Context: an optimization exercise on an open-source flow, tuned for small area, a short achievable clock period and few clock cycles. The choices shown serve that exercise and are no tape-out recipe. Function was checked by simulation only, so behaviour that the tests miss may differ from the original.

==> design.v <==
module fec_engine (
    input  wire        clk,
    input  wire        rst,
    input  wire        cfg_valid,
    output wire        cfg_ready,
    input  wire [9:0]  cfg_k,
    input  wire [11:0] cfg_len,
    output reg  [5:0]  stat_p,
    output reg         stat_m16,
    output reg         stat_unavail,
    input  wire        in_valid,
    output wire        in_ready,
    input  wire [15:0] in_sym,
    output wire        out_valid,
    input  wire        out_ready,
    output wire [15:0] out_sym
);
    localparam integer NL = 15;              
    localparam integer NR = 53;              
    localparam integer NE = NR - NL;         
    function [7:0] t8;
        input [7:0] x;
        begin
            t8[0] = x[0] ^ x[1] ^ x[4] ^ x[5] ^ x[6];
            t8[1] = x[2] ^ x[5];
            t8[2] = x[2] ^ x[7];
            t8[3] = x[1] ^ x[4] ^ x[6] ^ x[7];
            t8[4] = x[4] ^ x[5] ^ x[7];
            t8[5] = x[1] ^ x[3] ^ x[4] ^ x[5];
            t8[6] = x[1] ^ x[2] ^ x[3] ^ x[4] ^ x[6];
            t8[7] = x[5];
        end
    endfunction
    function [15:0] t16;
        input [15:0] x;
        begin
            t16[0] = x[0] ^ x[1] ^ x[2] ^ x[4] ^ x[5] ^ x[7] ^ x[9] ^ x[10] ^ x[13] ^ x[14];
            t16[1] = x[8] ^ x[9] ^ x[11];
            t16[2] = x[4] ^ x[6] ^ x[10];
            t16[3] = x[1] ^ x[2] ^ x[4] ^ x[5] ^ x[7] ^ x[8] ^ x[10] ^ x[11] ^ x[12] ^ x[13] ^ x[14];
            t16[4] = x[1] ^ x[2] ^ x[4] ^ x[7] ^ x[8] ^ x[11] ^ x[13] ^ x[14];
            t16[5] = x[2] ^ x[3] ^ x[4] ^ x[6] ^ x[13];
            t16[6] = x[5] ^ x[9] ^ x[10] ^ x[14];
            t16[7] = x[6] ^ x[8] ^ x[11] ^ x[14];
            t16[8] = x[2] ^ x[5] ^ x[7] ^ x[8] ^ x[11] ^ x[12] ^ x[13] ^ x[14] ^ x[15];
            t16[9] = x[1] ^ x[2] ^ x[3] ^ x[5] ^ x[7] ^ x[8] ^ x[12] ^ x[13] ^ x[14] ^ x[15];
            t16[10] = x[3] ^ x[4] ^ x[5] ^ x[6] ^ x[7] ^ x[8] ^ x[11] ^ x[12] ^ x[13] ^ x[15];
            t16[11] = x[2] ^ x[7] ^ x[8] ^ x[10] ^ x[13];
            t16[12] = x[1] ^ x[2] ^ x[4] ^ x[7] ^ x[8] ^ x[10] ^ x[14] ^ x[15];
            t16[13] = x[9] ^ x[10] ^ x[11];
            t16[14] = x[5] ^ x[9] ^ x[10];
            t16[15] = x[13] ^ x[15];
        end
    endfunction
    function [7:0] i8;
        input [7:0] x;
        begin
            i8[0] = x[0] ^ x[1] ^ x[2] ^ x[3];
            i8[1] = x[1] ^ x[3] ^ x[4] ^ x[5] ^ x[6] ^ x[7];
            i8[2] = x[1] ^ x[7];
            i8[3] = x[2] ^ x[3] ^ x[6];
            i8[4] = x[1] ^ x[2] ^ x[4];
            i8[5] = x[7];
            i8[6] = x[1] ^ x[5] ^ x[6];
            i8[7] = x[1] ^ x[2] ^ x[7];
        end
    endfunction
    function [15:0] i16;
        input [15:0] x;
        begin
            i16[0] = x[0] ^ x[1] ^ x[12] ^ x[13] ^ x[14] ^ x[15];
            i16[1] = x[1] ^ x[2] ^ x[3] ^ x[4] ^ x[5] ^ x[7] ^ x[10] ^ x[12] ^ x[13];
            i16[2] = x[1] ^ x[3] ^ x[5] ^ x[6] ^ x[7] ^ x[9] ^ x[13] ^ x[14] ^ x[15];
            i16[3] = x[1] ^ x[2] ^ x[7] ^ x[8] ^ x[9] ^ x[11] ^ x[12] ^ x[13] ^ x[15];
            i16[4] = x[1] ^ x[2] ^ x[3] ^ x[4] ^ x[5] ^ x[6] ^ x[7] ^ x[10] ^ x[11] ^ x[13] ^ x[14] ^ x[15];
            i16[5] = x[3] ^ x[4] ^ x[5] ^ x[10] ^ x[11] ^ x[13] ^ x[14] ^ x[15];
            i16[6] = x[1] ^ x[4] ^ x[6] ^ x[7] ^ x[12] ^ x[13] ^ x[14] ^ x[15];
            i16[7] = x[3] ^ x[7] ^ x[8] ^ x[9] ^ x[10] ^ x[11] ^ x[15];
            i16[8] = x[1] ^ x[3] ^ x[5] ^ x[10] ^ x[11] ^ x[12] ^ x[13];
            i16[9] = x[4] ^ x[12] ^ x[13] ^ x[15];
            i16[10] = x[3] ^ x[5] ^ x[10] ^ x[11] ^ x[12];
            i16[11] = x[3] ^ x[4] ^ x[5] ^ x[10] ^ x[11] ^ x[15];
            i16[12] = x[3] ^ x[12] ^ x[13] ^ x[14] ^ x[15];
            i16[13] = x[5] ^ x[6] ^ x[8] ^ x[10] ^ x[14];
            i16[14] = x[6] ^ x[14];
            i16[15] = x[5] ^ x[6] ^ x[8] ^ x[10] ^ x[14] ^ x[15];
        end
    endfunction
    function [7:0] sq3;
        input [7:0] x;
        begin
            sq3[0] = x[0] ^ x[1] ^ x[2] ^ x[6] ^ x[7];
            sq3[1] = x[1] ^ x[2] ^ x[3] ^ x[7];
            sq3[2] = x[2] ^ x[3] ^ x[5] ^ x[6];
            sq3[3] = x[3] ^ x[4] ^ x[6] ^ x[7];
            sq3[4] = x[4] ^ x[5] ^ x[6];
            sq3[5] = x[5] ^ x[6] ^ x[7];
            sq3[6] = x[6] ^ x[7];
            sq3[7] = x[7];
        end
    endfunction
    function [7:0] musq3;
        input [7:0] x;
        begin
            musq3[0] = x[5] ^ x[6];
            musq3[1] = x[4] ^ x[6] ^ x[7];
            musq3[2] = x[4] ^ x[6];
            musq3[3] = x[4] ^ x[5] ^ x[6] ^ x[7];
            musq3[4] = x[2] ^ x[3] ^ x[5] ^ x[7];
            musq3[5] = x[3] ^ x[4] ^ x[6];
            musq3[6] = x[1] ^ x[2] ^ x[4] ^ x[5];
            musq3[7] = x[0] ^ x[2] ^ x[3] ^ x[5];
        end
    endfunction
    function [7:0] mu3;
        input [7:0] x;
        begin
            mu3[0] = x[5] ^ x[7];
            mu3[1] = x[4] ^ x[5] ^ x[6] ^ x[7];
            mu3[2] = x[4] ^ x[5] ^ x[6];
            mu3[3] = x[4] ^ x[7];
            mu3[4] = x[2] ^ x[6];
            mu3[5] = x[3] ^ x[7];
            mu3[6] = x[1] ^ x[3] ^ x[5] ^ x[7];
            mu3[7] = x[0] ^ x[1] ^ x[2] ^ x[3] ^ x[4] ^ x[5] ^ x[6] ^ x[7];
        end
    endfunction
    function [15:0] tm;
        input [15:0] x;
        input        w16;
        begin
            tm = w16 ? t16(x) : {8'd0, t8(x[7:0])};
        end
    endfunction
    localparam [2:0] S_IDLE = 3'd0, S_PRE = 3'd1, S_CFG = 3'd2, S_RUN = 3'd3, S_DONE = 3'd4;
    localparam [2:0] F_IN = 3'd0, F_WAIT = 3'd1, F_OUT = 3'd2,
                     L_IN = 3'd4, L_WAIT = 3'd5, L_WIN = 3'd6, L_OUT = 3'd7;
    reg  [2:0]  st;
    reg  [2:0]  sub;
    reg  [9:0]  k_r;
    reg  [11:0] len_r;
    reg  [5:0]  p_r;
    reg         m16;
    reg         slow;
    reg  [11:0] cols_in;      
    reg  [9:0]  i_acc;        
    reg  [9:0]  i_cur;        
    reg  [5:0]  cnt;          
    reg  [5:0]  wcnt;         
    reg         ph;           
    reg  [5:0]  jw0;          
    reg  [5:0]  js_r;
    reg  [10:0] kj_r;
    reg  [4:1]  fst;          
    reg  [4:1]  lst;          
    reg  [2:1]  acd;          
    reg  [8:0]  y_r;          
    reg         small_r;      
    reg         big_r;        
    reg         over_r;       
    wire [17:0] y_mul    = {9'd0, y_r} * 18'd205;
    wire [5:0]  p_calc   = small_r ? 6'd1 : y_mul[15:10];
    wire        m16_calc = big_r && !len_r[0];
    wire        unav     = big_r && len_r[0];
    wire [11:0] ncols    = unav ? 12'd0 : (m16_calc ? {1'b0, len_r[11:1]} : len_r);
    reg  [15:0] out_r, sk_r;
    reg         out_v, sk_v;
    reg         in_rdy, cfg_rdy;
    reg         last_r;       
    wire        pop  = out_v && out_ready;
    wire        run     = (st == S_RUN);
    wire        more    = (cols_in != 12'd0);
    wire        push_f  = run && (sub == F_OUT) && (cnt != 6'd0) && !sk_v;
    wire        push_s  = run && (sub == L_OUT) && (jw0 == cnt) && !sk_v;
    wire        push    = push_f || push_s;
    assign in_ready  = in_rdy;
    assign cfg_ready = cfg_rdy;
    assign out_valid = out_v;
    assign out_sym   = out_r;
    wire        accept  = in_valid && in_rdy;
    wire        shift   = slow || push_f;
    wire        win     = run && (sub == L_WIN);
    wire        land    = m16 ? lst[4] : lst[3];
    wire        clr_f   = m16 ? fst[4] : fst[3];
    wire        en_hi   = m16 && !ph;
    wire        en_lo   = !m16 || !ph;
    wire        clr0    = slow ? (win && !ph && i_cur == 10'd0) : clr_f;
    wire        en0     = !slow || win;
    reg  [2:0]  st_n, sub_n;
    reg  [5:0]  cnt_n, wcnt_n;
    reg  [11:0] cols_in_n;
    reg  [9:0]  i_acc_n;
    reg         out_v_n, sk_v_n, m16_n, slow_n;
    always @* begin
        st_n      = st;
        sub_n     = sub;
        cnt_n     = cnt;
        wcnt_n    = wcnt;
        cols_in_n = cols_in;
        i_acc_n   = i_acc;
        m16_n     = m16;
        slow_n    = slow;
        out_v_n   = out_v;
        sk_v_n    = sk_v;
        if (push) begin
            if (!out_v || (pop && !sk_v))
                out_v_n = 1'b1;
            else if (!pop)
                sk_v_n = 1'b1;
        end else if (pop) begin
            out_v_n = sk_v;
            sk_v_n  = 1'b0;
        end
        case (st)
            S_IDLE: begin
                if (cfg_valid)
                    st_n = S_PRE;
            end
            S_PRE: begin
                st_n = cfg_valid ? S_CFG : S_IDLE;
            end
            S_CFG: begin
                if (cfg_valid) begin
                    m16_n     = m16_calc;
                    slow_n    = m16_calc && over_r;
                    cols_in_n = ncols;
                    i_acc_n   = 10'd0;
                    sub_n     = (m16_calc && over_r) ? L_IN : F_IN;
                    st_n      = (ncols == 12'd0) ? S_IDLE : S_RUN;
                end else begin
                    st_n = S_IDLE;
                end
            end
            S_RUN: begin
                if (accept) begin
                    if (last_r) begin
                        i_acc_n   = 10'd0;
                        cols_in_n = cols_in - 12'd1;
                    end else begin
                        i_acc_n = i_acc + 10'd1;
                    end
                end
                case (sub)
                    F_IN: begin
                        if (accept && last_r)
                            sub_n = F_WAIT;
                    end
                    F_WAIT: begin
                        if (land) begin
                            sub_n = F_OUT;
                            cnt_n = p_r;
                        end
                    end
                    F_OUT: begin
                        if (push_f)
                            cnt_n = cnt - 6'd1;
                        if (accept)
                            sub_n = last_r ? F_WAIT : F_IN;
                        else if (!more && (cnt == 6'd0 || (cnt == 6'd1 && push_f)))
                            st_n = S_DONE;
                    end
                    L_IN: begin
                        wcnt_n = 6'd0;
                        if (accept)
                            sub_n = L_WAIT;
                    end
                    L_WAIT: begin
                        wcnt_n = wcnt + 6'd1;
                        if (wcnt >= 6'd2 && ph) begin
                            sub_n  = L_WIN;
                            wcnt_n = 6'd0;
                        end
                    end
                    L_WIN: begin
                        if (!ph) begin
                            wcnt_n = wcnt + 6'd1;
                            if (wcnt == 6'd52) begin
                                if (i_acc == 10'd0) begin
                                    sub_n = L_OUT;
                                    cnt_n = 6'd0;
                                end else begin
                                    sub_n = L_IN;
                                end
                            end
                        end
                    end
                    default: begin  
                        if (push_s) begin
                            cnt_n = cnt + 6'd1;
                            if (cnt == p_r - 6'd1) begin
                                if (more)
                                    sub_n = L_IN;
                                else
                                    st_n = S_DONE;
                            end
                        end
                    end
                endcase
            end
            default: begin  
                if (!sk_v && (!out_v || pop))
                    st_n = S_IDLE;
            end
        endcase
    end
    always @(posedge clk) begin
        if (rst) begin
            st      <= S_IDLE;
            sub     <= F_IN;
            ph      <= 1'b0;
            jw0     <= 6'd0;
            fst     <= 4'd0;
            lst     <= 4'd0;
            acd     <= 2'd0;
            out_v   <= 1'b0;
            sk_v    <= 1'b0;
            in_rdy  <= 1'b0;
            cfg_rdy <= 1'b0;
            stat_p       <= 6'd0;
            stat_m16     <= 1'b0;
            stat_unavail <= 1'b0;
        end else begin
            st      <= st_n;
            sub     <= sub_n;
            cnt     <= cnt_n;
            wcnt    <= wcnt_n;
            cols_in <= cols_in_n;
            i_acc   <= i_acc_n;
            m16     <= m16_n;
            slow    <= slow_n;
            out_v   <= out_v_n;
            sk_v    <= sk_v_n;
            cfg_rdy <= (st_n == S_CFG);
            in_rdy  <= (st_n == S_RUN) &&
                       (slow_n ? (sub_n == L_IN)
                               : (((sub_n == F_IN) ||
                                   (sub_n == F_OUT && cols_in_n != 12'd0 &&
                                    (cnt_n == 6'd0 || (cnt_n == 6'd1 && !sk_v_n)))) &&
                                  (!m16_n || ph)));
            ph  <= !ph;
            jw0 <= (jw0 == 6'd52) ? 6'd0 : jw0 + 6'd1;
            fst <= {fst[3:1], accept && (i_acc == 10'd0)};
            lst <= {lst[3:1], accept && last_r};
            acd <= {acd[1], accept};
            if (push) begin
                if (!out_v || (pop && !sk_v)) begin
                    out_r <= pdata;
                end else if (pop) begin
                    out_r <= sk_r;
                    sk_r  <= pdata;
                end else begin
                    sk_r  <= pdata;
                end
            end else if (pop) begin
                out_r <= sk_r;
            end
            if (accept)
                i_cur <= i_acc;
            case (st)
                S_IDLE: begin
                    k_r   <= cfg_k;
                    len_r <= cfg_len;
                end
                S_PRE: begin
                    y_r     <= ({1'b0, k_r} + 11'd19) >> 2;
                    small_r <= (k_r <= 10'd20);
                    big_r   <= (k_r > 10'd243);
                    over_r  <= (k_r > 10'd300);
                end
                S_CFG: begin
                    if (cfg_valid) begin
                        stat_p       <= p_calc;
                        stat_m16     <= m16_calc;
                        stat_unavail <= unav;
                        p_r          <= p_calc;
                    end
                end
                default: ;
            endcase
        end
        last_r <= (i_acc_n == k_r - 10'd1);
    end
    reg  [15:0] s_raw, s_t, s_t2;
    reg  [15:0] u0, u1;
    wire [10:0] k_hi  = {1'b0, k_r[9:4], 4'd0};
    wire [10:0] k_hi1 = k_hi + 11'd16;
    wire [3:0]  kb    = k_r[3:0];
    always @(posedge clk) begin
        s_raw <= accept ? (m16 ? in_sym : {8'd0, in_sym[7:0]}) : 16'd0;
        s_t   <= tm(s_raw, m16);
        if (!slow || acd[2])
            s_t2 <= s_t;
        if (!(m16 && ph)) begin
            u0 <= tm({6'd0, i_acc ^ k_hi[9:0]}, m16);
            u1 <= tm({5'd0, {1'b0, i_acc} ^ k_hi1}, m16);
        end
        js_r <= (jw0 + 6'd5 + {5'd0, ph} >= 6'd53) ? jw0 + 6'd5 + {5'd0, ph} - 6'd53
                                                    : jw0 + 6'd5 + {5'd0, ph};
        kj_r <= {1'b0, k_r} + {5'd0, js_r};
    end
    wire [15:0] d_slow = t16({5'd0, {1'b0, i_cur} ^ kj_r});
    wire [15:0] pdata  = m16 ? i16(wv[0]) : {8'd0, i8(wv[0][7:0])};
    wire [15:0] wv [0:NL];
    reg  [15:0] ev [0:NE-1];
    assign wv[NL] = ev[0];
    integer e;
    always @(posedge clk) begin
        for (e = 0; e < NE - 1; e = e + 1)
            ev[e] <= ev[e + 1];
        ev[NE-1] <= wv[0];
    end
    genvar l;
    generate
        for (l = 0; l < NL; l = l + 1) begin : g_lane
            reg  [15:0] d_r, x_r, w_r;
            reg  [7:0]  n_r, q_r;
            wire [4:0]  bl  = {1'b0, kb} + l;
            wire [15:0] tv  = tm({12'd0, bl[3:0]}, m16);
            wire [15:0] dn  = (bl[4] ? u1 : u0) ^ tv;
            wire [7:0]  a1  = d_r[15:8];
            wire [7:0]  a0  = d_r[7:0];
            wire        phs = m16 && !ph;
            wire        phx = m16 && ph;
            wire [7:0]  ma, mb, mc, qi;
            gf_m3 u_ma (.a(phs ? a0 : s_t2[7:0]), .b(a0 ^ a1), .y(ma));
            gf_m3 u_mb (.a(phs ? x_r[15:8] : s_t2[15:8]), .b(phs ? q_r : a1), .y(mb));
            gf_m3 u_mc (.a(phs ? x_r[7:0] : (s_t2[7:0] ^ s_t2[15:8])), .b(phx ? a0 : q_r), .y(mc));
            gf_i3 u_inv (.a(n_r), .y(qi));
            wire [15:0] y;
            wire [15:0] wsrc;
            assign wv[l] = w_r;
            if (l == 0) begin : g_l0
                assign y    = {mb & {8{en_hi && en0}}, mc & {8{en_lo && en0}}};
                assign wsrc = ((shift ? wv[1] : w_r) & {16{!clr0}}) ^ y;
            end else begin : g_ln
                assign y    = {mb & {8{en_hi}}, mc & {8{en_lo}}};
                assign wsrc = shift ? wv[l + 1] : ((w_r & {16{!clr_f}}) ^ y);
            end
            always @(posedge clk) begin
                if (l == 0 && slow)
                    d_r <= d_slow;
                else
                    d_r <= dn;
                n_r <= m16 ? (ma ^ musq3(a1)) : dn[7:0];
                q_r <= qi;
                x_r <= {mc ^ ma, ma ^ mu3(mb)};
                w_r <= wsrc;
            end
        end
    endgenerate
endmodule
module gf_m3 (
    input  wire [7:0] a,
    input  wire [7:0] b,
    output wire [7:0] y
);
    wire g1 = a[0] & b[0];
    wire g2 = a[1] & b[1];
    wire g3 = a[0] & b[1];
    wire g4 = a[1] & b[0];
    wire g5 = g3 ^ g4;
    wire g6 = g5 ^ g2;
    wire g7 = g1 ^ g2;
    wire g8 = a[2] & b[2];
    wire g9 = a[3] & b[3];
    wire g10 = a[2] & b[3];
    wire g11 = a[3] & b[2];
    wire g12 = g10 ^ g11;
    wire g13 = g12 ^ g9;
    wire g14 = g8 ^ g9;
    wire g15 = a[0] ^ a[2];
    wire g16 = a[1] ^ a[3];
    wire g17 = b[0] ^ b[2];
    wire g18 = b[1] ^ b[3];
    wire g19 = g15 & g17;
    wire g20 = g16 & g18;
    wire g21 = g15 & g18;
    wire g22 = g16 & g17;
    wire g23 = g21 ^ g22;
    wire g24 = g23 ^ g20;
    wire g25 = g19 ^ g20;
    wire g26 = g25 ^ g7;
    wire g27 = g24 ^ g6;
    wire g28 = g14 ^ g13;
    wire g29 = g7 ^ g28;
    wire g30 = g6 ^ g14;
    wire g31 = a[4] & b[4];
    wire g32 = a[5] & b[5];
    wire g33 = a[4] & b[5];
    wire g34 = a[5] & b[4];
    wire g35 = g33 ^ g34;
    wire g36 = g35 ^ g32;
    wire g37 = g31 ^ g32;
    wire g38 = a[6] & b[6];
    wire g39 = a[7] & b[7];
    wire g40 = a[6] & b[7];
    wire g41 = a[7] & b[6];
    wire g42 = g40 ^ g41;
    wire g43 = g42 ^ g39;
    wire g44 = g38 ^ g39;
    wire g45 = a[4] ^ a[6];
    wire g46 = a[5] ^ a[7];
    wire g47 = b[4] ^ b[6];
    wire g48 = b[5] ^ b[7];
    wire g49 = g45 & g47;
    wire g50 = g46 & g48;
    wire g51 = g45 & g48;
    wire g52 = g46 & g47;
    wire g53 = g51 ^ g52;
    wire g54 = g53 ^ g50;
    wire g55 = g49 ^ g50;
    wire g56 = g55 ^ g37;
    wire g57 = g54 ^ g36;
    wire g58 = g44 ^ g43;
    wire g59 = g37 ^ g58;
    wire g60 = g36 ^ g44;
    wire g61 = a[0] ^ a[4];
    wire g62 = a[1] ^ a[5];
    wire g63 = a[2] ^ a[6];
    wire g64 = a[3] ^ a[7];
    wire g65 = b[0] ^ b[4];
    wire g66 = b[1] ^ b[5];
    wire g67 = b[2] ^ b[6];
    wire g68 = b[3] ^ b[7];
    wire g69 = g61 & g65;
    wire g70 = g62 & g66;
    wire g71 = g61 & g66;
    wire g72 = g62 & g65;
    wire g73 = g71 ^ g72;
    wire g74 = g73 ^ g70;
    wire g75 = g69 ^ g70;
    wire g76 = g63 & g67;
    wire g77 = g64 & g68;
    wire g78 = g63 & g68;
    wire g79 = g64 & g67;
    wire g80 = g78 ^ g79;
    wire g81 = g80 ^ g77;
    wire g82 = g76 ^ g77;
    wire g83 = g61 ^ g63;
    wire g84 = g62 ^ g64;
    wire g85 = g65 ^ g67;
    wire g86 = g66 ^ g68;
    wire g87 = g83 & g85;
    wire g88 = g84 & g86;
    wire g89 = g83 & g86;
    wire g90 = g84 & g85;
    wire g91 = g89 ^ g90;
    wire g92 = g91 ^ g88;
    wire g93 = g87 ^ g88;
    wire g94 = g93 ^ g75;
    wire g95 = g92 ^ g74;
    wire g96 = g82 ^ g81;
    wire g97 = g75 ^ g96;
    wire g98 = g74 ^ g82;
    wire g99 = g97 ^ g29;
    wire g100 = g98 ^ g30;
    wire g101 = g94 ^ g26;
    wire g102 = g95 ^ g27;
    wire g103 = g60 ^ g57;
    wire g104 = g59 ^ g60;
    wire g105 = g104 ^ g56;
    wire g106 = g105 ^ g57;
    wire g107 = g29 ^ g56;
    wire g108 = g30 ^ g57;
    wire g109 = g26 ^ g103;
    wire g110 = g27 ^ g106;
    assign y = {g102, g101, g100, g99, g110, g109, g108, g107};
endmodule
module gf_i3 (
    input  wire [7:0] a,
    output wire [7:0] y
);
    wire g1 = a[0] ^ a[1];
    wire g2 = g1 ^ a[2];
    wire g3 = a[1] ^ a[2];
    wire g4 = g3 ^ a[3];
    wire g5 = a[2] ^ a[3];
    wire g6 = a[0] & a[4];
    wire g7 = a[1] & a[5];
    wire g8 = a[0] & a[5];
    wire g9 = a[1] & a[4];
    wire g10 = g8 ^ g9;
    wire g11 = g10 ^ g7;
    wire g12 = g6 ^ g7;
    wire g13 = a[2] & a[6];
    wire g14 = a[3] & a[7];
    wire g15 = a[2] & a[7];
    wire g16 = a[3] & a[6];
    wire g17 = g15 ^ g16;
    wire g18 = g17 ^ g14;
    wire g19 = g13 ^ g14;
    wire g20 = a[0] ^ a[2];
    wire g21 = a[1] ^ a[3];
    wire g22 = a[4] ^ a[6];
    wire g23 = a[5] ^ a[7];
    wire g24 = g20 & g22;
    wire g25 = g21 & g23;
    wire g26 = g20 & g23;
    wire g27 = g21 & g22;
    wire g28 = g26 ^ g27;
    wire g29 = g28 ^ g25;
    wire g30 = g24 ^ g25;
    wire g31 = g30 ^ g12;
    wire g32 = g29 ^ g11;
    wire g33 = g19 ^ g18;
    wire g34 = g12 ^ g33;
    wire g35 = g11 ^ g19;
    wire g36 = g2 ^ g34;
    wire g37 = g4 ^ g35;
    wire g38 = g5 ^ g31;
    wire g39 = a[3] ^ g32;
    wire g40 = a[4] ^ a[5];
    wire g41 = g40 ^ a[6];
    wire g42 = a[5] ^ a[6];
    wire g43 = g42 ^ a[7];
    wire g44 = a[6] ^ a[7];
    wire g45 = g43 ^ a[7];
    wire g46 = g41 ^ g43;
    wire g47 = g46 ^ g44;
    wire g48 = g47 ^ a[7];
    wire g49 = g36 ^ g44;
    wire g50 = g37 ^ a[7];
    wire g51 = g38 ^ g45;
    wire g52 = g39 ^ g48;
    wire g53 = g49 ^ g50;
    wire g54 = g49 & g51;
    wire g55 = g50 & g52;
    wire g56 = g49 & g52;
    wire g57 = g50 & g51;
    wire g58 = g56 ^ g57;
    wire g59 = g58 ^ g55;
    wire g60 = g54 ^ g55;
    wire g61 = g53 ^ g60;
    wire g62 = g50 ^ g59;
    wire g63 = g51 ^ g52;
    wire g64 = g63 ^ g52;
    wire g65 = g61 ^ g64;
    wire g66 = g62 ^ g63;
    wire g67 = g65 ^ g66;
    wire g68 = g49 ^ g51;
    wire g69 = g50 ^ g52;
    wire g70 = g68 & g67;
    wire g71 = g69 & g66;
    wire g72 = g68 & g66;
    wire g73 = g69 & g67;
    wire g74 = g72 ^ g73;
    wire g75 = g74 ^ g71;
    wire g76 = g70 ^ g71;
    wire g77 = g51 & g67;
    wire g78 = g52 & g66;
    wire g79 = g51 & g66;
    wire g80 = g52 & g67;
    wire g81 = g79 ^ g80;
    wire g82 = g81 ^ g78;
    wire g83 = g77 ^ g78;
    wire g84 = a[0] ^ a[4];
    wire g85 = a[1] ^ a[5];
    wire g86 = a[2] ^ a[6];
    wire g87 = a[3] ^ a[7];
    wire g88 = g84 & g76;
    wire g89 = g85 & g75;
    wire g90 = g84 & g75;
    wire g91 = g85 & g76;
    wire g92 = g90 ^ g91;
    wire g93 = g92 ^ g89;
    wire g94 = g88 ^ g89;
    wire g95 = g86 & g83;
    wire g96 = g87 & g82;
    wire g97 = g86 & g82;
    wire g98 = g87 & g83;
    wire g99 = g97 ^ g98;
    wire g100 = g99 ^ g96;
    wire g101 = g95 ^ g96;
    wire g102 = g84 ^ g86;
    wire g103 = g85 ^ g87;
    wire g104 = g76 ^ g83;
    wire g105 = g75 ^ g82;
    wire g106 = g102 & g104;
    wire g107 = g103 & g105;
    wire g108 = g102 & g105;
    wire g109 = g103 & g104;
    wire g110 = g108 ^ g109;
    wire g111 = g110 ^ g107;
    wire g112 = g106 ^ g107;
    wire g113 = g112 ^ g94;
    wire g114 = g111 ^ g93;
    wire g115 = g101 ^ g100;
    wire g116 = g94 ^ g115;
    wire g117 = g93 ^ g101;
    wire g118 = a[4] & g76;
    wire g119 = a[5] & g75;
    wire g120 = a[4] & g75;
    wire g121 = a[5] & g76;
    wire g122 = g120 ^ g121;
    wire g123 = g122 ^ g119;
    wire g124 = g118 ^ g119;
    wire g125 = a[6] & g83;
    wire g126 = a[7] & g82;
    wire g127 = a[6] & g82;
    wire g128 = a[7] & g83;
    wire g129 = g127 ^ g128;
    wire g130 = g129 ^ g126;
    wire g131 = g125 ^ g126;
    wire g132 = g22 & g104;
    wire g133 = g23 & g105;
    wire g134 = g22 & g105;
    wire g135 = g23 & g104;
    wire g136 = g134 ^ g135;
    wire g137 = g136 ^ g133;
    wire g138 = g132 ^ g133;
    wire g139 = g138 ^ g124;
    wire g140 = g137 ^ g123;
    wire g141 = g131 ^ g130;
    wire g142 = g124 ^ g141;
    wire g143 = g123 ^ g131;
    assign y = {g140, g139, g143, g142, g114, g113, g117, g116};
endmodule
==> run.sh <==
#!/bin/bash
# synth_recipe.tcl (not shown) runs the flow's synth.tcl, then flattens the netlist and writes it again
# the make line also repeats each setting of config.mk as NAME=value (left out here)
make -C /OpenROAD-flow-scripts/flow DESIGN_CONFIG=/design/flow/config.mk WORK_HOME=/design/flow/orfs CLKGATE_MAP_FILE= SYNTH_SCRIPT=/design/flow/synth_recipe.tcl finish
==> config.mk <==
export PLATFORM = sky130hd
export DESIGN_NAME = fec_engine
export DESIGN_NICKNAME = fec_engine
export VERILOG_FILES = /design/flow/design.v
export SDC_FILE = /design/flow/constraint.sdc
export NUM_CORES = 4
export LEC_CHECK = 0
export CAP_MARGIN = 20
export CORE_MARGIN = 2
export CORE_UTILIZATION = 60
export PLACE_DENSITY = 0.7
export SETUP_SLACK_MARGIN = 5
export SLEW_MARGIN = 20
==> constraint.sdc <==
create_clock -name core_clock -period 10.0 [get_ports {clk}]
set_input_delay 2.0000 -clock core_clock [delete_from_list [all_inputs] [get_ports {clk}]]
set_output_delay 2.0000 -clock core_clock [all_outputs]
set_load 0.01 [all_outputs]
==> flow_metrics.env, run 1 <==
export IMPL_drtIter0Drc=13480
export IMPL_min_period_ps=5077
export IMPL_grt_max_degree=202
export IMPL_drtPass1Iterations=8
export IMPL_max_freq_ghz=0.1970
export IMPL_antenna_found_initial=52
export IMPL_syn_area_per_cell_um2=8.385
export IMPL_synthTopCellsByArea="dfxtp_1 26%, xnor2_1 22%, xor2_1 9.7%, nand2_1 4.7%, nor2_1 4.2%"
export IMPL_critPathSlowestCell="nand2_2"
export IMPL_die_w_um=464.3
export IMPL_cts_root_buffer_cell="clkbuf_16"
export IMPL_ys_ff_latch=1802
export IMPL_ys_warn_count=2
export IMPL_holdWs_ps=305.0
export IMPL_end_kind="flip-flop"
export IMPL_die_area_mm2=0.2156
export IMPL_drt_total_wl_um=453600
export IMPL_grt_pass1_vias=102600
export IMPL_via_count=109600
export IMPL_grt_pass1_wl_um=657400
export IMPL_grt_overflow=0
export IMPL_yosysTopAreaCellShare_pct=25.80
export IMPL_dpl_worst_slack_ps=3907
export IMPL_dp_cells=17440
export IMPL_use_met3_pct=11.42
export IMPL_drive_gt1_share_pct=6.619
export IMPL_critPathMaxFanout=20
export IMPL_cts_buffers=190
export IMPL_syn_area_mm2=0.1271
export IMPL_fp_dieH_um=464.3
export IMPL_wl_per_cell_um=25.37
export IMPL_numPortBuffers=69
export IMPL_yosysUniqueCellTypes=107
export IMPL_ant_nets=0
export IMPL_grt_util_all_layers_pct=40.28
export IMPL_utilization_pct=65.73
export IMPL_maxSlewViolCount=0
export IMPL_fillCellCount=17570
export IMPL_start_util_pct=60.54
export IMPL_finalSetupViolations=0
export IMPL_worst_ep_required_time_ps=10740
export IMPL_worst_setup_path_type="reg2reg"
export IMPL_clockBufferDepth=3
export IMPL_dp_hpwl_um=325000
export IMPL_postLayoutCellArea_mm2=0.1380
export IMPL_worst_path_buf_inv=1
export IMPL_setup_tns_ps=0
export IMPL_gp_congestion=1.054
export IMPL_cts_sinks=1802
export IMPL_clock_skew_final_ps=109.8
export IMPL_dpl_cell_area_mm2=0.1296
export IMPL_status="no timing/DRC/antenna violations"
export IMPL_finalCritPeriodShare_pct=50.77
export IMPL_max_cap_viol_count=0
export IMPL_synth_ff_type="dfxtp_1"
export IMPL_netlist_instances=15160
export IMPL_hp_class="reg2reg"
export IMPL_cts_clk_slew_worst_paths_ps=70
export IMPL_drc_errors=0
export IMPL_hold_viol_final=0
export IMPL_ios=70
export IMPL_rows=168
export IMPL_ctsHoldBuffers=0
export IMPL_use_met2_pct=59.40
export IMPL_layout_setup_ws_ps=4923
export IMPL_synth_seq_area_share_pct=29.67
export IMPL_synth_edf_count=164
export IMPL_core_mm2=0.2100
export IMPL_cts_tree="built"
export IMPL_top_usage_layer="met2"
export IMPL_rsz0062_at_grt="yes"
export IMPL_syn2layout_area_growth_pct=8.585
export IMPL_cp_common_cell="xnor2_1"
export IMPL_tightest_slew_ps=1252
export IMPL_cpPeakStageDelay_ps=870
export IMPL_cts_max_level=4
export IMPL_syn_nets=15390
export IMPL_arrival_ps=5810
export IMPL_vias_per_cell=6.128
export IMPL_multi_input_area_mm2=0.08655
export IMPL_cp_start_kind="flip-flop"
export IMPL_yosysTopAreaCell="dfxtp_1"
export IMPL_nets=15070
export IMPL_crit_chain="buf_4, xnor2_1, nand2_2, o21ai_0, xnor2_1, nor2b_1, xnor2_1, o21ai_0, xnor2_1, xnor2_1, xnor2_1, xor2_1, xnor2_1"
export IMPL_grtUsageMet1_pct=52.05
export IMPL_clkLatencyLatePin_ps=920
export IMPL_register_area_mm2=0.03774
export IMPL_async_flop_share_pct=0
export IMPL_fin_cells=17880
export IMPL_slew_headroom_pct=15.96
export IMPL_critical_path_top_delay_family="XOR/XNOR gates"
-- path summary, 6_finish.rpt --
path | startpoint | end | slack [ps] | depth (start not counted)
max | s_t2[14] | g_lane[0].x_r[7] | 4920 | 13
min | ev[22][2] | ev[21][2] | 300 | 0
max reg2reg | s_t2[14] | g_lane[0].x_r[7] | 4920 | 13
min reg2reg | ev[22][2] | ev[21][2] | 300 | 0
-- layout make-up --
| class | instances | share of cell area, % |
|---|---|---|
| clock buffer | 244 | 3.820 |
| tap | 2805 | 2.543 |
| antenna | 72 | 0.1305 |
| clock inverter | 110 | 1.124 |
| inverter | 223 | 0.6236 |
| timing repair buffer | 248 | 1.716 |
| multi-input combinational | 12380 | 62.71 |
| sequential | 1802 | 27.34 |
-- worst reg2reg max path, stage by stage (launching register included) --
cell and delay (ps):
edfxtp_1 330, buf_4 710, xnor2_1 210, nand2_2 870
o21ai_0 510, xnor2_1 390, nor2b_1 220, xnor2_1 140
o21ai_0 130, xnor2_1 290, xnor2_1 200, xnor2_1 470
xor2_1 340, xnor2_1 110
-- layer usage --
| metal | part of all wire, % | vias up |
|---|---|---|
| met3 | 12 | 1488 |
| li1 | - | 49800 |
| met5 | 0.081 | - |
| met4 | 6.9 | 41 |
| met1 | 39 | 51890 |
| met2 | 42 | 6349 |
-- placed cells by master (no fill, tap or decap), types with 29 or more instances in the layout --
cell type,instances
xnor2_1,3103
dfxtp_1,1622
nand2_1,1577
nor2_1,1400
xor2_1,1380
o21ai_0,950
a21oi_1,946
mux2i_1,402
nor2b_1,217
nand2b_1,214
inv_1,212
clkbuf_16,195
ha_1,173
edfxtp_1,164
o22ai_1,153
mux2_2,150
nor3_1,148
buf_4,145
nand3_1,118
o21ai_1,102
o211ai_1,90
xnor2_2,82
and2_1,74
diode_2,72
nor3b_1,69
clkdlybuf4s50_1,69
xnor3_1,66
a22oi_1,64
nand3b_1,52
and3_1,50
o32ai_1,49
a31oi_1,46
o21a_1,44
mux2i_2,44
a211oi_1,43
a21oi_2,42
a22o_1,32
clkinv_2,31
xor2_2,30
a21o_1,29
-- sequential cells by signal, indices dropped and copies added (netlist names), 16 cells and up --
signal      cells
ev            608
g_lane.d_r    225
g_lane.n_r    120
g_lane.q_r    120
g_lane.w_r    240
g_lane.x_r    240
out_r          16
s_raw          16
s_t            16
s_t2           16
sk_r           16
-- repair_timing --
item	in CTS	in global routing
setup buffers	2	13
pin swaps	0	5
endpoints found under the setup margin	531	292
gates resized for setup	76	179
cloned	2	1
-- logic make-up (layout without fill, tap and decap cells) --
| family | after synthesis | count (layout) | share of synthesized area [%] |
|---|---|---|---|
| multiplexers | 604 | 604 | 4.923 |
| AO/OA/AOI/OAI | 2833 | 2833 | 12.96 |
| XOR/XNOR | 4672 | 4672 | 33.21 |
| AND/OR/NAND/NOR | 4077 | 4078 | 14.09 |
| buffers and inverters | 984 | 825 | 3.200 |
| flip-flops | 1802 | 1802 | 29.67 |
| other | 0 | 72 | 0 |
| adder cells (fa/ha/maj) | 189 | 189 | 1.949 |
-- cells in the mapped netlist, drive strengths merged, types with 29 or more instances --
library cell and count:
a22oi 64, nand2 1594, nor2b 221, nand3 119, nor3 152, dfxtp 1638, xnor3 67, o211ai 90
a21o 29, xor2 1413, o22ai 155, a21oi 989, o21ai 1056, a31oi 47, clkbuf 499, buf 262
nor2 1408, ha 174, and3 50, inv 222, and2 83, a22o 32, o32ai 50, nand2b 216
mux2 150, a211oi 43, mux2i 452, nand3b 52, xnor2 3189, o21a 44, nor3b 71, edfxtp 164
Testbench counts, summed over its fixed seeds: cycles 47,564.
==> inputs of run 2 (changes only) <==
--- a/design.v
+++ b/design.v
@@ -34,14 +34,14 @@
     function [15:0] t16;
         input [15:0] x;
         begin
-            t16[0] = x[0] ^ x[1] ^ x[2] ^ x[4] ^ x[5] ^ x[7] ^ x[9] ^ x[10] ^ x[13] ^ x[14];
-            t16[1] = x[8] ^ x[9] ^ x[11];
-            t16[2] = x[4] ^ x[6] ^ x[10];
-            t16[3] = x[1] ^ x[2] ^ x[4] ^ x[5] ^ x[7] ^ x[8] ^ x[10] ^ x[11] ^ x[12] ^ x[13] ^ x[14];
-            t16[4] = x[1] ^ x[2] ^ x[4] ^ x[7] ^ x[8] ^ x[11] ^ x[13] ^ x[14];
-            t16[5] = x[2] ^ x[3] ^ x[4] ^ x[6] ^ x[13];
-            t16[6] = x[5] ^ x[9] ^ x[10] ^ x[14];
-            t16[7] = x[6] ^ x[8] ^ x[11] ^ x[14];
+            t16[0] = x[0] ^ x[3] ^ x[4] ^ x[6] ^ x[7] ^ x[13] ^ x[14];
+            t16[1] = x[1] ^ x[2] ^ x[4] ^ x[5] ^ x[6] ^ x[8] ^ x[9] ^ x[11] ^ x[14];
+            t16[2] = x[1] ^ x[5] ^ x[6] ^ x[11] ^ x[12] ^ x[13];
+            t16[3] = x[3] ^ x[4] ^ x[9] ^ x[15];
+            t16[4] = x[1] ^ x[4] ^ x[6] ^ x[7] ^ x[8] ^ x[9] ^ x[10] ^ x[11] ^ x[14] ^ x[15];
+            t16[5] = x[3] ^ x[4] ^ x[5] ^ x[10] ^ x[12] ^ x[14];
+            t16[6] = x[3] ^ x[4] ^ x[6] ^ x[7] ^ x[8] ^ x[10] ^ x[15];
+            t16[7] = x[1] ^ x[2] ^ x[4] ^ x[5] ^ x[8] ^ x[9] ^ x[10];
             t16[8] = x[2] ^ x[5] ^ x[7] ^ x[8] ^ x[11] ^ x[12] ^ x[13] ^ x[14] ^ x[15];
             t16[9] = x[1] ^ x[2] ^ x[3] ^ x[5] ^ x[7] ^ x[8] ^ x[12] ^ x[13] ^ x[14] ^ x[15];
             t16[10] = x[3] ^ x[4] ^ x[5] ^ x[6] ^ x[7] ^ x[8] ^ x[11] ^ x[12] ^ x[13] ^ x[15];
@@ -68,22 +68,22 @@
     function [15:0] i16;
         input [15:0] x;
         begin
-            i16[0] = x[0] ^ x[1] ^ x[12] ^ x[13] ^ x[14] ^ x[15];
-            i16[1] = x[1] ^ x[2] ^ x[3] ^ x[4] ^ x[5] ^ x[7] ^ x[10] ^ x[12] ^ x[13];
-            i16[2] = x[1] ^ x[3] ^ x[5] ^ x[6] ^ x[7] ^ x[9] ^ x[13] ^ x[14] ^ x[15];
-            i16[3] = x[1] ^ x[2] ^ x[7] ^ x[8] ^ x[9] ^ x[11] ^ x[12] ^ x[13] ^ x[15];
-            i16[4] = x[1] ^ x[2] ^ x[3] ^ x[4] ^ x[5] ^ x[6] ^ x[7] ^ x[10] ^ x[11] ^ x[13] ^ x[14] ^ x[15];
-            i16[5] = x[3] ^ x[4] ^ x[5] ^ x[10] ^ x[11] ^ x[13] ^ x[14] ^ x[15];
-            i16[6] = x[1] ^ x[4] ^ x[6] ^ x[7] ^ x[12] ^ x[13] ^ x[14] ^ x[15];
-            i16[7] = x[3] ^ x[7] ^ x[8] ^ x[9] ^ x[10] ^ x[11] ^ x[15];
-            i16[8] = x[1] ^ x[3] ^ x[5] ^ x[10] ^ x[11] ^ x[12] ^ x[13];
-            i16[9] = x[4] ^ x[12] ^ x[13] ^ x[15];
-            i16[10] = x[3] ^ x[5] ^ x[10] ^ x[11] ^ x[12];
-            i16[11] = x[3] ^ x[4] ^ x[5] ^ x[10] ^ x[11] ^ x[15];
-            i16[12] = x[3] ^ x[12] ^ x[13] ^ x[14] ^ x[15];
-            i16[13] = x[5] ^ x[6] ^ x[8] ^ x[10] ^ x[14];
-            i16[14] = x[6] ^ x[14];
-            i16[15] = x[5] ^ x[6] ^ x[8] ^ x[10] ^ x[14] ^ x[15];
+            i16[0] = x[0] ^ x[1] ^ x[8] ^ x[9] ^ x[11] ^ x[14];
+            i16[1] = x[1] ^ x[2] ^ x[3] ^ x[4] ^ x[5] ^ x[7] ^ x[9] ^ x[10] ^ x[11];
+            i16[2] = x[1] ^ x[3] ^ x[5] ^ x[6] ^ x[7] ^ x[9] ^ x[11] ^ x[12] ^ x[13];
+            i16[3] = x[1] ^ x[2] ^ x[7] ^ x[9] ^ x[11] ^ x[15];
+            i16[4] = x[1] ^ x[2] ^ x[3] ^ x[4] ^ x[5] ^ x[6] ^ x[7] ^ x[8] ^ x[9] ^ x[11] ^ x[12];
+            i16[5] = x[3] ^ x[4] ^ x[5] ^ x[8] ^ x[9] ^ x[10] ^ x[13] ^ x[14] ^ x[15];
+            i16[6] = x[1] ^ x[4] ^ x[6] ^ x[7] ^ x[8] ^ x[9] ^ x[13];
+            i16[7] = x[3] ^ x[7] ^ x[8] ^ x[9] ^ x[11] ^ x[13] ^ x[14] ^ x[15];
+            i16[8] = x[1] ^ x[3] ^ x[5] ^ x[8] ^ x[9] ^ x[10] ^ x[11] ^ x[13] ^ x[14];
+            i16[9] = x[4] ^ x[9] ^ x[10] ^ x[11] ^ x[15];
+            i16[10] = x[3] ^ x[5] ^ x[8] ^ x[11] ^ x[13];
+            i16[11] = x[3] ^ x[4] ^ x[5] ^ x[8] ^ x[9] ^ x[10] ^ x[15];
+            i16[12] = x[3] ^ x[9] ^ x[12] ^ x[14] ^ x[15];
+            i16[13] = x[5] ^ x[6] ^ x[8] ^ x[9] ^ x[10] ^ x[11] ^ x[12] ^ x[15];
+            i16[14] = x[6] ^ x[8] ^ x[10] ^ x[11] ^ x[15];
+            i16[15] = x[5] ^ x[6] ^ x[8] ^ x[9] ^ x[10] ^ x[11] ^ x[12];
         end
     endfunction
     function [7:0] sq3;
@@ -102,27 +102,27 @@
     function [7:0] musq3;
         input [7:0] x;
         begin
-            musq3[0] = x[5] ^ x[6];
-            musq3[1] = x[4] ^ x[6] ^ x[7];
-            musq3[2] = x[4] ^ x[6];
-            musq3[3] = x[4] ^ x[5] ^ x[6] ^ x[7];
-            musq3[4] = x[2] ^ x[3] ^ x[5] ^ x[7];
-            musq3[5] = x[3] ^ x[4] ^ x[6];
-            musq3[6] = x[1] ^ x[2] ^ x[4] ^ x[5];
-            musq3[7] = x[0] ^ x[2] ^ x[3] ^ x[5];
+            musq3[0] = x[1];
+            musq3[1] = x[0];
+            musq3[2] = x[1] ^ x[2] ^ x[3];
+            musq3[3] = x[0] ^ x[3];
+            musq3[4] = x[1] ^ x[5] ^ x[6] ^ x[7];
+            musq3[5] = x[0] ^ x[4] ^ x[7];
+            musq3[6] = x[1] ^ x[2] ^ x[3] ^ x[7];
+            musq3[7] = x[0] ^ x[3] ^ x[6];
         end
     endfunction
     function [7:0] mu3;
         input [7:0] x;
         begin
-            mu3[0] = x[5] ^ x[7];
-            mu3[1] = x[4] ^ x[5] ^ x[6] ^ x[7];
-            mu3[2] = x[4] ^ x[5] ^ x[6];
-            mu3[3] = x[4] ^ x[7];
-            mu3[4] = x[2] ^ x[6];
-            mu3[5] = x[3] ^ x[7];
-            mu3[6] = x[1] ^ x[3] ^ x[5] ^ x[7];
-            mu3[7] = x[0] ^ x[1] ^ x[2] ^ x[3] ^ x[4] ^ x[5] ^ x[6] ^ x[7];
+            mu3[0] = x[1] ^ x[2] ^ x[5];
+            mu3[1] = x[0] ^ x[1] ^ x[3] ^ x[4] ^ x[5];
+            mu3[2] = x[1] ^ x[7];
+            mu3[3] = x[0] ^ x[1] ^ x[6] ^ x[7];
+            mu3[4] = x[1] ^ x[2];
+            mu3[5] = x[0] ^ x[1] ^ x[3];
+            mu3[6] = x[1];
+            mu3[7] = x[0] ^ x[1];
         end
     endfunction
     function [15:0] tm;
==> run 2 against run 1 <==
Against the previous run:
- the layout now fails its checks (capacitance limit, slew limit)
- area after synthesis is essentially flat
- cell area shrank 0.50%
- critical path depth grew 1
- clock skew shrank 7.7 ps
- via count shrank 0.51%
- final cell count is essentially flat
- worst setup slack gained 15 ps
==> flow_metrics.env, run 2 <==
export IMPL_die_w_um=464.1
export IMPL_worst_ep_required_time_ps=10760
export IMPL_top_layer="met5"
export IMPL_wl_met2_um=189200
export IMPL_vias_per_cell=6.099
export IMPL_violations="capacitance limit, slew limit"
export IMPL_rsz0062_at_grt="yes"
export IMPL_cts_buffers=193
export IMPL_final_common_cell="xnor2_1"
export IMPL_yosysTopAreaCellShare_pct=25.82
export IMPL_hold_viol_final=0
export IMPL_synth_edf_count=164
export IMPL_finalCritPeriodShare_pct=50.62
export IMPL_finalSetupViolations=0
export IMPL_cpPeakStageDelay_ps=1220
export IMPL_cts_clk_slew_worst_paths_ps=60
export IMPL_crit_chain="buf_12, nand2b_4, buf_12, buf_12, and2_1, a21oi_1, xnor2_1, nor2_1, xor2_1, o22ai_1, xor2_1, xnor2_1, xor2_1, xnor2_1"
export IMPL_core_mm2=0.2100
export IMPL_end_kind="flip-flop"
export IMPL_setup_tns_ps=0
export IMPL_met1Wirelength_um=173100
export IMPL_slew_headroom_pct=-0.7331
export IMPL_grt_pass1_vias=103100
export IMPL_cp_start_kind="flip-flop"
export IMPL_largest_register_ffs=608
export IMPL_cts_max_level=4
export IMPL_clock_skew_final_ps=102.1
export IMPL_grt_util_all_layers_pct=40.10
export IMPL_async_flop_share_pct=0
export IMPL_via_count=109000
export IMPL_ant_nets=0
export IMPL_dp_hpwl_um=319600
export IMPL_syn_area_per_cell_um2=8.382
export IMPL_synthTopCellsByCount="3116 x xnor2_1, 1638 x dfxtp_1, 1583 x nand2_1"
export IMPL_grt_max_degree=226
export IMPL_arrival_ps=5820
export IMPL_hp_class="reg2reg"
export IMPL_grt_pass1_wl_um=656100
export IMPL_yosysUniqueCellTypes=125
export IMPL_fp_dieH_um=464.1
export IMPL_regMostFlops="ev"
export IMPL_clockBufferDepth=3
export IMPL_ys_warn_count=2
export IMPL_syn2layout_area_growth_pct=8.146
export IMPL_cts_sinks=1802
export IMPL_cts_tree="built"
export IMPL_antenna_found_initial=50
export IMPL_die_area_mm2=0.2154
export IMPL_synth_seq_area_share_pct=29.70
export IMPL_ys_ff_latch=1802
export IMPL_dp_cells=17430
export IMPL_drtPass1Iterations=7
export IMPL_drc_errors=0
export IMPL_yosysTopAreaCell="dfxtp_1"
export IMPL_drtIter0Drc=13110
export IMPL_fin_cells=17870
export IMPL_netlist_instances=15150
export IMPL_numPortBuffers=69
export IMPL_critPathSlowestCell="and2_1"
export IMPL_drive_gt1_share_pct=6.056
export IMPL_grt_overflow=0
export IMPL_nets=15080
export IMPL_ios=70
export IMPL_status="finished with violations"
export IMPL_maxSlewViolCount=8
export IMPL_min_period_ps=5062
export IMPL_wl_per_cell_um=25.09
export IMPL_start_util_pct=60.48
export IMPL_max_cap_viol_count=1
export IMPL_syn_nets=15380
export IMPL_rows=168
export IMPL_worst_setup_path_type="reg2reg"
export IMPL_synth_ff_type="dfxtp_1"
export IMPL_holdWs_ps=314.3
export IMPL_critPathMaxFanout=102
export IMPL_gp_congestion=1.042
export IMPL_mostFrequentLayoutCells="3095 x xnor2_1, 1622 x dfxtp_1, 1576 x nand2_1, 1420 x nor2_1, 1351 x xor2_1"
export IMPL_synthTopCellsByArea="dfxtp_1 26%, xnor2_1 21%, xor2_1 9.4%, nand2_1 4.7%, nor2_1 4.2%"
export IMPL_yosysMostFrequentCell="xnor2_1"
export IMPL_max_freq_ghz=0.1976
export IMPL_reg_largest_list="ev (608), g_lane.w_r (240), g_lane.x_r (240)"
export IMPL_utilization_pct=65.41
export IMPL_clkLatencyLatePin_ps=920
export IMPL_dr_wl_met3_um=52000
export IMPL_tightest_slew_ps=1511
export IMPL_syn_area_mm2=0.1270
export IMPL_drt_total_wl_um=448500
export IMPL_cts_root_buffer_cell="clkbuf_16"
-- run 2: cell types whose count changed after synthesis, moves of 26 or more --
| cell | delta |
|---|---|
| a21oi_1 | +89 |
| xor2_1 | -38 |
| clkbuf_1 | -34 |
| o211ai_1 | -26 |
| xnor2_1 | -41 |
| nor3b_1 | -27 |
| mux2_2 | -37 |
-- run 2: stage by stage --
stage / setup WS [ps] / instance area (um^2)
global route: 4927 / 137200
CTS: 4895 / 136500
finish: 4938 / 137300
floorplan: 5008 / 127000
global placement: 4265 / 129300
detailed placement: 4259 / 129300
-- run 2: what timing repair did --
action,in CTS,in global routing
pin swaps,0,8
resized for setup,36,89
setup endpoints to repair,490,378
gates cloned,5,1
hold buffers,0,0
setup buffers,0,22
-- run 2: critical path, delay by kind of cell, from the launching register on --
family / cells / cell delay [ps]
buffers and inverters: 3 / 750
AND/OR/NAND/NOR: 3 / 1450
AO/OA/AOI/OAI: 2 / 410
flip-flops: 1 / 510
XOR/XNOR: 6 / 1640
-- run 2: area by class of cell --
cell class / instances / area, um^2
Sequential cell: 1802 / 37740
Tap cell: 2805 / 3510
Multi-Input combinational cell: 12360 / 85680
Clock buffer: 259 / 5479
Fill cell: 17600 / 72640
Antenna cell: 57 / 142.6
Timing Repair Buffer: 248 / 2425
Clock inverter: 100 / 1460
Inverter: 241 / 914.6
-- run 2: path summary, 6_finish.rpt --
path                   start          endpoint  slack [ps]  depth (start not counted)
setup / recovery         m16  g_lane[4].x_r[3]        4940                         14
setup reg to reg         m16  g_lane[4].x_r[3]        4940                         14
hold / removal    ev[24][10]        ev[23][10]         310                          0
hold reg to reg   ev[24][10]        ev[23][10]         310                          0
-- run 2: per-layer routing --
layer	up-vias	global-route usage, %
met4	26	27.38
met2	6215	59.45
li1	49720	-
met5	-	0.6016
met1	51560	50.48
met3	1480	11.10
-- run 2: cell families (layout without fill, tap and decap cells) --
logic type      after synthesis  count (layout)  share of synthesized area [%]
fa+ha+maj                   187             187                          1.931
other cells                   0              57                              0
flops                      1802            1802                          29.70
buf+inv                     993             848                          3.300
compound gates             2886            2886                          13.16
simple gates               4081            4084                          14.08
xor+xnor                   4627            4627                          33.18
mux                         576             576                          4.653
Testbench counts of run 2, summed over its fixed seeds: cycles 47,564.
==> inputs of run 3 (changes only) <==
--- a/config.mk
+++ b/config.mk
@@ -8,6 +8,7 @@
 export CAP_MARGIN = 20
 export CORE_MARGIN = 2
 export CORE_UTILIZATION = 60
+export CTS_BUF_LIST = sky130_fd_sc_hd__clkbuf_8
 export PLACE_DENSITY = 0.7
 export SETUP_SLACK_MARGIN = 5
 export SLEW_MARGIN = 20
==> run 3 against run 2 <==
Against the previous run:
- the run now finishes clean
- clock skew shrank 8.8 ps
- die area is the same
- hold slack lost 30 ps
- worst setup slack lost 37 ps
- wire length is essentially flat
- maximum frequency shrank 0.72%
- non-clock buffer count shrank 8
==> flow_metrics.env, run 3 <==
export IMPL_syn_area_mm2=0.1270
export IMPL_yosysMostFrequentCell="xnor2_1"
export IMPL_cts_max_level=5
export IMPL_clock_skew_final_ps=93.33
export IMPL_max_freq_ghz=0.1961
export IMPL_cp_start_kind="flip-flop"
export IMPL_clockBufferDepth=4
export IMPL_antenna_found_initial=47
export IMPL_mostFrequentLayoutCells="3096 x xnor2_1, 1620 x dfxtp_1, 1576 x nand2_1, 1420 x nor2_1, 1352 x xor2_1"
export IMPL_finalCritPeriodShare_pct=50.98
export IMPL_numPortBuffers=69
export IMPL_hp_class="reg2reg"
export IMPL_drive_gt1_share_pct=6.889
export IMPL_reg_largest_list="ev (608), g_lane.w_r (240), g_lane.x_r (240)"
export IMPL_wl_per_cell_um=24.83
export IMPL_tightest_slew_ps=1364
export IMPL_drt_total_wl_um=448200
export IMPL_cts_root_buffer_cell="clkbuf_8"
export IMPL_start_util_pct=60.48
export IMPL_min_period_ps=5098
export IMPL_fp_dieH_um=464.1
export IMPL_setup_tns_ps=0
export IMPL_yosysUniqueCellTypes=125
export IMPL_synth_edf_count=164
export IMPL_synthTopCellsByCount="3116 x xnor2_1, 1638 x dfxtp_1, 1583 x nand2_1"
export IMPL_synth_seq_area_share_pct=29.70
export IMPL_async_flop_share_pct=0
export IMPL_die_area_mm2=0.2154
export IMPL_regMostFlops="ev"
export IMPL_yosysTopAreaCell="dfxtp_1"
export IMPL_ys_warn_count=2
export IMPL_critPathMaxFanout=22
export IMPL_largest_register_ffs=608
export IMPL_maxSlewViolCount=0
export IMPL_ys_ff_latch=1802
export IMPL_nets=15200
export IMPL_cts_sinks=1802
export IMPL_grt_util_all_layers_pct=39.86
export IMPL_syn2layout_area_growth_pct=7.979
export IMPL_rows=168
export IMPL_grt_pass1_vias=103400
export IMPL_grt_overflow=0
export IMPL_holdWs_ps=284.4
export IMPL_yosysTopAreaCellShare_pct=25.82
export IMPL_syn_nets=15380
export IMPL_cts_tree="built"
export IMPL_gp_congestion=1.042
export IMPL_syn_area_per_cell_um2=8.382
export IMPL_grt_max_degree=226
export IMPL_die_w_um=464.1
export IMPL_ant_nets=0
export IMPL_netlist_instances=15150
export IMPL_worst_setup_path_type="reg2reg"
export IMPL_cts_clk_slew_worst_paths_ps=70
export IMPL_hold_viol_final=0
export IMPL_status="no timing/DRC/antenna violations"
export IMPL_end_kind="flip-flop"
export IMPL_core_mm2=0.2100
export IMPL_via_count=109000
export IMPL_arrival_ps=6030
export IMPL_rsz0062_at_grt="yes"
export IMPL_synthTopCellsByArea="dfxtp_1 26%, xnor2_1 21%, xor2_1 9.4%, nand2_1 4.7%, nor2_1 4.2%"
export IMPL_clkLatencyLatePin_ps=1070
export IMPL_drc_errors=0
export IMPL_slew_headroom_pct=9.070
export IMPL_vias_per_cell=6.038
export IMPL_final_common_cell="xnor2_1"
export IMPL_max_cap_viol_count=0
export IMPL_fillCellCount=17720
export IMPL_finalSetupViolations=0
export IMPL_drtIter0Drc=13040
export IMPL_cts_buffers=320
export IMPL_grt_pass1_wl_um=653700
export IMPL_ios=70
export IMPL_drtPass1Iterations=12
export IMPL_synth_ff_type="dfxtp_1"
export IMPL_worst_ep_required_time_ps=10930
export IMPL_dp_hpwl_um=319600
[run 3: cell types whose count changed in the layout (fill, tap and decap cells not counted), sizes merged]
cell      change
buf           -8
bufbuf        -1
bufinv       +12
clkbuf      +121
clkinv       -12
clkinvlp      -6
diode         -9
inv          +83
[run 3: cell type report]
type	instances	area [um^2]	share of cell area (%)
well taps	2805	3510	2.559
repair buffers	240	2325	1.695
inverters	241	917.1	0.6688
clock buffers	379	5216	3.804
diodes	48	120.1	0.08759
multi-input cells	12360	85680	62.48
flip-flops and latches	1802	37740	27.52
clock inverters	177	1630	1.189
[run 3: cell families (layout without fill, tap and decap cells)]
logic type	count (synthesis)	in the layout	synth area share, %
AO/OA/AOI/OAI	2886	2886	13.16
XOR/XNOR	4627	4627	33.18
adder cells (fa/ha/maj)	187	187	1.931
buffers and inverters	993	1037	3.300
flip-flops	1802	1802	29.70
multiplexers	576	576	4.653
other	0	48	0
AND/OR/NAND/NOR	4081	4084	14.08
[run 3: path summary, 6_finish.rpt]
path                                 from                to  slack (ps)  cells after the start
worst min register to register  ev[31][7]         ev[30][7]         280                      0
worst max register to register    s_t2[6]  g_lane[2].x_r[1]        4900                     15
worst min-delay path            ev[31][7]         ev[30][7]         280                      0
worst max-delay path              s_t2[6]  g_lane[2].x_r[1]        4900                     15
[run 3: repair_timing]
action	in CTS	in global routing
pin swaps	0	8
setup endpoints to repair	484	279
hold buffers	0	0
resized for setup	35	94
setup buffers	0	15
cloned	4	2
[run 3: critical path, cell delays in order (launching register included)]
cell      delay [ps]
edfxtp_1         320
buf_4            550
inv_1            410
nor2_4           460
buf_4            650
a21oi_1          180
xnor2_1          400
inv_1             80
nor3_1           240
a21oi_1           90
o32ai_1          310
xnor2_1          200
xor2_1           530
xor2_1           240
xnor2_1          160
xnor2_1          140
[run 3: metrics by stage]
stage	worst slack [ps]	utilization [%]	cells	cell area (um^2)
after global placement	4265	61.59	17430	129300
after detailed placement	4259	61.59	17430	129300
after CTS	4949	64.96	17990	136400
final	4902	65.31	18050	137100
after floorplan	5008	-	15150	127000
after global routing	4904	65.27	18020	137100
[run 3: routing by layer]
layer  up-vias  part of all wire [%]  global-route usage [%]
li1      49970                     -                       -
met1     51450                    39                   50.31
met2      5984                    42                   59.19
met3      1571                    12                   10.67
met4        26                   7.9                   27.38
met5         -                 0.048                       0

-- re-timing with driven ports --
Ports are ideal in the flow. The routed layouts listed here were re-timed in OpenROAD. Step 1: set_driving_cell puts a clkbuf_16 on clk and a buf_2 on each other input, an assumption about the parent block. Step 2 adds t to the input delays and takes it off the output delays; t is the mean of the earliest and latest rising clock arrival at the registers after step 1. Input paths then give back, and output paths get back, about the clock's delay inside the block. a / b / c = no drivers / after step 1 / after step 2; a / b = the first two.
run | t (ns) | setup WS [ns] | clock arrival spread, ns | worst register clock-pin slew, ns
run 1 | 0.964 | 4.923 / 4.923 / 4.294 | 0.114 / 0.114 | 0.07 / 0.07
run 2 | 0.974 | 4.938 / 4.938 / 4.600 | 0.102 / 0.103 | 0.07 / 0.07
run 3 | 1.119 | 4.902 / 4.902 / 4.303 | 0.097 / 0.098 | 0.07 / 0.07
For run 1, which loses most, drivers alone change the setup slack by 0.000 ns; drivers and shift together by -0.629 ns.
